This design comes from an exercise in tuning for small area, a short achievable clock period and few clock cycles per item on the open sky130 flow, not from production work.
RTL that was checked went through simulation tests only; none was proved equivalent to the original.
Power is estimated from default activity; no workload was simulated.

==> run M <==
==> flow/design.v <==
module xlate_unit (
    input  wire        clk,
    input  wire        rst,      
    input  wire        start,    
    input  wire [31:0] rate,     
    output reg         ready,
    output reg         done,     
    output reg         err,      
    output wire [31:0] full,
    output wire [31:0] half
);
    localparam [29:0] NM1 = 30'd999999999;    
    localparam [31:0] NMP = {2'b00, NM1};
    localparam [31:0] NMS = {NM1, 2'b00};
    reg        busy;         
    reg        ini;          
    reg [31:0] d;            
    reg [3:0]  cnt;          
    reg [1:0]  nb;           
    reg [29:0] fq;           
    reg [29:0] hq;           
    assign full = {2'b00, fq};
    assign half = {3'b000, hq[28:0]};
    reg [3:0]  c0;
    reg [1:0]  nb0;
    reg [29:0] r0;
    integer i, m;
    always @* begin
        c0  = 4'd0;
        nb0 = NM1[1:0];
        r0  = NM1 >> 2;
        for (i = 0; i < 31; i = i + 1)
            if (d[i]) begin
                m   = (31 - i) / 2;
                if (m < 1) m = 1;
                c0  = m - 1;
                nb0 = NMP[2*m-1 -: 2];
                r0  = NM1 >> (2*m);
            end
    end
    wire bad = d[31] | (d[30:0] == 31'd0);
    wire [31:0] rem4 = {hq, nb};
    wire [32:0] t1   = {1'b0, rem4} - {2'b00, d[30:0]};
    wire [32:0] t2   = {1'b0, rem4} - {1'b0, d[30:0], 1'b0};
    wire [33:0] xa   = {2'b00, rem4};
    wire [33:0] xb   = ~{3'b000, d[30:0]};
    wire [33:0] xc   = ~{2'b00, d[30:0], 1'b0};
    wire [33:0] cs_s = xa ^ xb ^ xc;
    wire [33:0] cs_c = (xa & xb) | (xa & xc) | (xb & xc);
    wire [33:0] t3   = cs_s + {cs_c[32:0], 1'b0} + 34'd2;
    wire        ge1  = ~t1[32];
    wire        ge2  = ~t2[32];
    wire        ge3  = ~t3[33];
    wire        q1   = ge2;
    wire        q0   = ge3 | (ge1 & ~ge2);
    wire [29:0] rnew = ge3 ? t3[29:0] : ge2 ? t2[29:0] : ge1 ? t1[29:0] : rem4[29:0];
    wire        last = (cnt == 4'd0);
    wire [27:0] pinc = fq[27:0] + 28'd1;
    wire [28:0] hfin = q1 ? {pinc, 1'b0} : {fq[27:0], 1'b1};
    always @(posedge clk) begin
        if (~busy)
            d <= rate;
        if (ini) begin
            cnt <= c0;
            nb  <= nb0;
        end else begin
            cnt <= cnt - 4'd1;
            nb  <= NMS[2*cnt+1 -: 2];
        end
    end
    always @(posedge clk) begin
        if (rst) begin
            busy  <= 1'b0;
            ready <= 1'b1;
            ini   <= 1'b0;
            done  <= 1'b0;
            fq    <= 30'd0;
            hq    <= 30'd0;
        end else begin
            done <= 1'b0;
            if (~busy) begin
                if (start) begin
                    busy  <= 1'b1;
                    ready <= 1'b0;
                    ini   <= 1'b1;
                end
            end else if (ini) begin
                ini <= 1'b0;
                if (bad) begin
                    busy  <= 1'b0;
                    ready <= 1'b1;
                    done  <= 1'b1;
                    err   <= 1'b1;
                end else begin
                    fq <= 30'd0;
                    hq <= r0;
                end
            end else if (last) begin
                hq    <= {1'b0, hfin};
                fq    <= q0 ? {hfin, 1'b0} : {fq[27:0], q1, 1'b1};
                busy  <= 1'b0;
                ready <= 1'b1;
                done  <= 1'b1;
                err   <= 1'b0;
            end else begin
                hq <= rnew;
                fq <= {fq[27:0], q1, q0};
            end
        end
    end
endmodule
==> flow/flow/run.sh <==
#!/bin/bash
# Standard ORFS layout (the standard.sh: unchanged synthesis, SDC and
# clock period), with two layout settings passed to make:
# - repair_timing aims for more setup slack than the clock needs, so the
#   achieved period shrinks;
# - ports are buffered with buf_2 cells instead of the default buffer.
set -euo pipefail
bash standard.sh \
  SETUP_SLACK_MARGIN=7.0 \
  BUFFER_PORTS_ARGS="-buffer_cell sky130_fd_sc_hd__buf_2" \
  finish > standard.log 2>&1
==> flow/standard.sh <==
#!/bin/bash
# synth_recipe.tcl (not shown) runs the flow's synth.tcl, then flattens the netlist and writes it again
# the make line also repeats each setting of config.mk as NAME=value (left out here)
make -C /OpenROAD-flow-scripts/flow DESIGN_CONFIG=/design/flow/config.mk WORK_HOME=/design/flow/orfs CLKGATE_MAP_FILE= SYNTH_SCRIPT=/design/flow/synth_recipe.tcl "${@:-finish}"
==> flow/config.mk <==
export PLATFORM = sky130hd
export DESIGN_NAME = xlate_unit
export DESIGN_NICKNAME = xlate_unit
export VERILOG_FILES = /design/flow/design.v
export SDC_FILE = /design/flow/constraint.sdc
export NUM_CORES = 4
export LEC_CHECK = 0
export CAP_MARGIN = 20
export CORE_MARGIN = 2
export CORE_UTILIZATION = 40
export SLEW_MARGIN = 20
==> flow/constraint.sdc <==
create_clock -name core_clock -period 10.0 [get_ports {clk}]
set_input_delay 2.0000 -clock core_clock [delete_from_list [all_inputs] [get_ports {clk}]]
set_output_delay 2.0000 -clock core_clock [all_outputs]
set_load 0.01 [all_outputs]
==> run R (differences from run M) <==
==> flow/design.v, changed modules only <==
module xlate_unit (
    input  wire        clk,
    input  wire        rst,      
    input  wire        start,    
    input  wire [31:0] rate,     
    output reg         ready,
    output reg         done,     
    output reg         err,      
    output wire [31:0] full,
    output wire [31:0] half
);
    localparam [29:0] NM1 = 30'd999999999;    
    localparam [30:0] NM2 = {NM1, 1'b0};
    reg        busy;         
    reg        ini;          
    reg [31:0] d;            
    reg [4:0]  cnt;          
    reg        nb;           
    reg [29:0] fq;           
    reg [29:0] hq;           
    assign full = {2'b00, fq};
    assign half = {3'b000, hq[28:0]};
    reg [4:0]  c0;
    reg        nb0;
    reg [29:0] r0;
    integer i;
    always @* begin
        c0  = 5'd0;
        nb0 = NM1[0];
        r0  = NM1 >> 1;
        for (i = 0; i < 30; i = i + 1)
            if (d[i]) begin
                c0  = 5'd29 - i;
                nb0 = NM1[29 - i];
                r0  = NM1 >> (30 - i);
            end
        if (d[30]) begin
            c0  = 5'd0;
            nb0 = NM1[0];
            r0  = NM1 >> 1;
        end
    end
    wire bad = d[31] | (d[30:0] == 31'd0);
    wire [30:0] rem_sh = {hq, nb};
    wire [31:0] diff   = {1'b0, rem_sh} - {1'b0, d[30:0]};
    wire        fits   = ~diff[31];
    wire        last   = (cnt == 5'd0);
    wire [28:0] hinc   = fq[28:0] + 29'd1;
    always @(posedge clk) begin
        if (~busy)
            d <= rate;
        if (ini) begin
            cnt <= c0;
            nb  <= nb0;
        end else begin
            cnt <= cnt - 5'd1;
            nb  <= NM2[cnt];
        end
    end
    always @(posedge clk) begin
        if (rst) begin
            busy  <= 1'b0;
            ready <= 1'b1;
            ini   <= 1'b0;
            done  <= 1'b0;
            fq    <= 30'd0;
            hq    <= 30'd0;
        end else begin
            done <= 1'b0;
            if (~busy) begin
                if (start) begin
                    busy  <= 1'b1;
                    ready <= 1'b0;
                    ini   <= 1'b1;
                end
            end else if (ini) begin
                ini <= 1'b0;
                if (bad) begin
                    busy  <= 1'b0;
                    ready <= 1'b1;
                    done  <= 1'b1;
                    err   <= 1'b1;
                end else begin
                    fq <= 30'd0;
                    hq <= r0;
                end
            end else if (last) begin
                hq    <= {1'b0, hinc};
                fq    <= fits ? {hinc, 1'b0} : {fq[28:0], 1'b1};
                busy  <= 1'b0;
                ready <= 1'b1;
                done  <= 1'b1;
                err   <= 1'b0;
            end else begin
                hq <= fits ? diff[29:0] : rem_sh[29:0];
                fq <= {fq[28:0], fits};
            end
        end
    end
endmodule
==> run Z (differences from run M) <==
==> flow/design.v, changed modules only <==
module xlate_unit (
    input  wire        clk,
    input  wire        rst,      
    input  wire        start,    
    input  wire [31:0] rate,     
    output wire        ready,
    output reg         done,     
    output reg         err,      
    output wire [31:0] full,
    output wire [31:0] half
);
    localparam [29:0] NM1 = 30'd999999999;    
    reg        busy;         
    reg        ini;          
    reg [31:0] d;            
    reg [29:0] rem;          
    reg [4:0]  cnt;          
    reg [29:0] fq;           
    reg [28:0] hq;           
    assign ready = ~busy;
    assign full  = {2'b00, fq};
    assign half  = {3'b000, hq};
    reg [4:0] lz;
    integer i;
    always @* begin
        lz = 5'd1;
        for (i = 0; i < 30; i = i + 1)
            if (d[i]) lz = 5'd30 - i[4:0];
        if (d[30]) lz = 5'd1;
    end
    wire bad = d[31] | (d[30:0] == 31'd0);
    wire        nbit   = NM1[cnt - 5'd1];
    wire [30:0] rem_sh = {rem, nbit};
    wire [31:0] diff   = {1'b0, rem_sh} - {1'b0, d[30:0]};
    wire        fits   = ~diff[31];
    wire        last   = (cnt == 5'd1);
    wire [28:0] hinc   = fq[28:0] + 29'd1;
    always @(posedge clk) begin
        if (~busy)
            d <= rate;
        if (ini) begin
            rem <= NM1 >> lz;
            cnt <= lz;
        end else begin
            rem <= fits ? diff[29:0] : rem_sh[29:0];
            cnt <= cnt - 5'd1;
        end
    end
    always @(posedge clk) begin
        if (rst) begin
            busy <= 1'b0;
            ini  <= 1'b0;
            done <= 1'b0;
            fq   <= 30'd0;
            hq   <= 29'd0;
        end else begin
            done <= 1'b0;
            if (~busy) begin
                if (start) begin
                    busy <= 1'b1;
                    ini  <= 1'b1;
                end
            end else if (ini) begin
                ini <= 1'b0;
                if (bad) begin
                    busy <= 1'b0;
                    done <= 1'b1;
                    err  <= 1'b1;
                end else begin
                    fq <= 30'd0;
                end
            end else begin
                if (last) begin
                    hq   <= hinc;
                    fq   <= fits ? {hinc, 1'b0} : {fq[28:0], 1'b1};
                    busy <= 1'b0;
                    done <= 1'b1;
                    err  <= 1'b0;
                end else begin
                    fq <= {fq[28:0], fits};
                end
            end
        end
    end
endmodule
==> flow/run.sh (new file) <==
#!/bin/bash
# synth_recipe.tcl (not shown) runs the flow's synth.tcl, then flattens the netlist and writes it again
# the make line also repeats each setting of config.mk as NAME=value (left out here)
make -C /OpenROAD-flow-scripts/flow DESIGN_CONFIG=/design/flow/config.mk WORK_HOME=/design/flow/orfs CLKGATE_MAP_FILE= SYNTH_SCRIPT=/design/flow/synth_recipe.tcl finish
removed: flow/flow/run.sh
removed: flow/standard.sh
==> run notes <==
Against run M, the critical path depth of run R is lower by 2.
Of run M and run R, run M has the higher via count (gap 55%, measured against run R).
Of run Z and run M, run Z has the higher sequential cell count (gap 27).
Maximum frequency: run Z < run M < run R.
==> figures <==
metric	run M	run Z	run R
Run status	complete, no violations	complete, no violations	complete, no violations
Total power divided by cell area	193.3 mW/mm²	243.7 mW/mm²	157.0 mW/mm²
Floorplan Core Area	0.03156 mm²	0.02017 mm²	0.02089 mm²
Gate power share	71.6%	44.7%	46.8%
Area of the multi-input gates	0.01096 mm²	0.004823 mm²	0.006098 mm²
Clock network latency to the later pin of the worst-skew pair	360 ps	430 ps	370 ps
Uppermost layer routed	met5	met4	met4
Starting utilization of the core area	40.70%	40.73%	40.52%
Final Power	3199 µW	2400 µW	1682 µW
Reg-to-reg slack, setup	6240 ps	5440 ps	6880 ps
Testbench counts of run Z, summed over its fixed seeds: cycles 53,932, items 3,200.
Only the layout flow was run in run M and run R; the RTL was not checked for function there.

afterwards: timing with drivers on the ports:
Ports are ideal in the flow. The routed layouts listed here were re-timed in OpenROAD.
Step 1 (the two cells are an assumption about what drives the block):
set clk [get_ports {clk}]
set_driving_cell -lib_cell sky130_fd_sc_hd__clkbuf_16 $clk
set_driving_cell -lib_cell sky130_fd_sc_hd__buf_2 [delete_from_list [all_inputs] $clk]
Step 2 moves the port delays by t, midway between the first and last clock arrival at a register: inputs arrive t later, outputs are due t later. That takes back most of the time a late clock gives input paths.
a / b / c = ideal / step 1 / step 2; a / b = the first two.
| run | t (ns) | setup WS [ns] | worst hold slack (ns) | slew at the worst register clock pin (ns) | worst slew at a driven data input, ns |
|---|---|---|---|---|---|
| run M | 0.405 | 6.238 / 6.238 / 6.238 | 0.448 / 0.448 / 0.448 | 0.08 / 0.08 | 0.06 |
| run R | 0.410 | 6.881 / 6.881 / 6.638 | 0.454 / 0.454 / 0.454 | 0.08 / 0.08 | 0.03 |
| run Z | 0.469 | 5.440 / 5.440 / 5.440 | 0.465 / 0.465 / 0.465 | 0.07 / 0.07 | 0.03 |
After both steps setup and hold are still met in every run listed. The setup slack of run R, which loses most, moves by 0.000 ns with the drivers and by -0.243 ns with both steps.
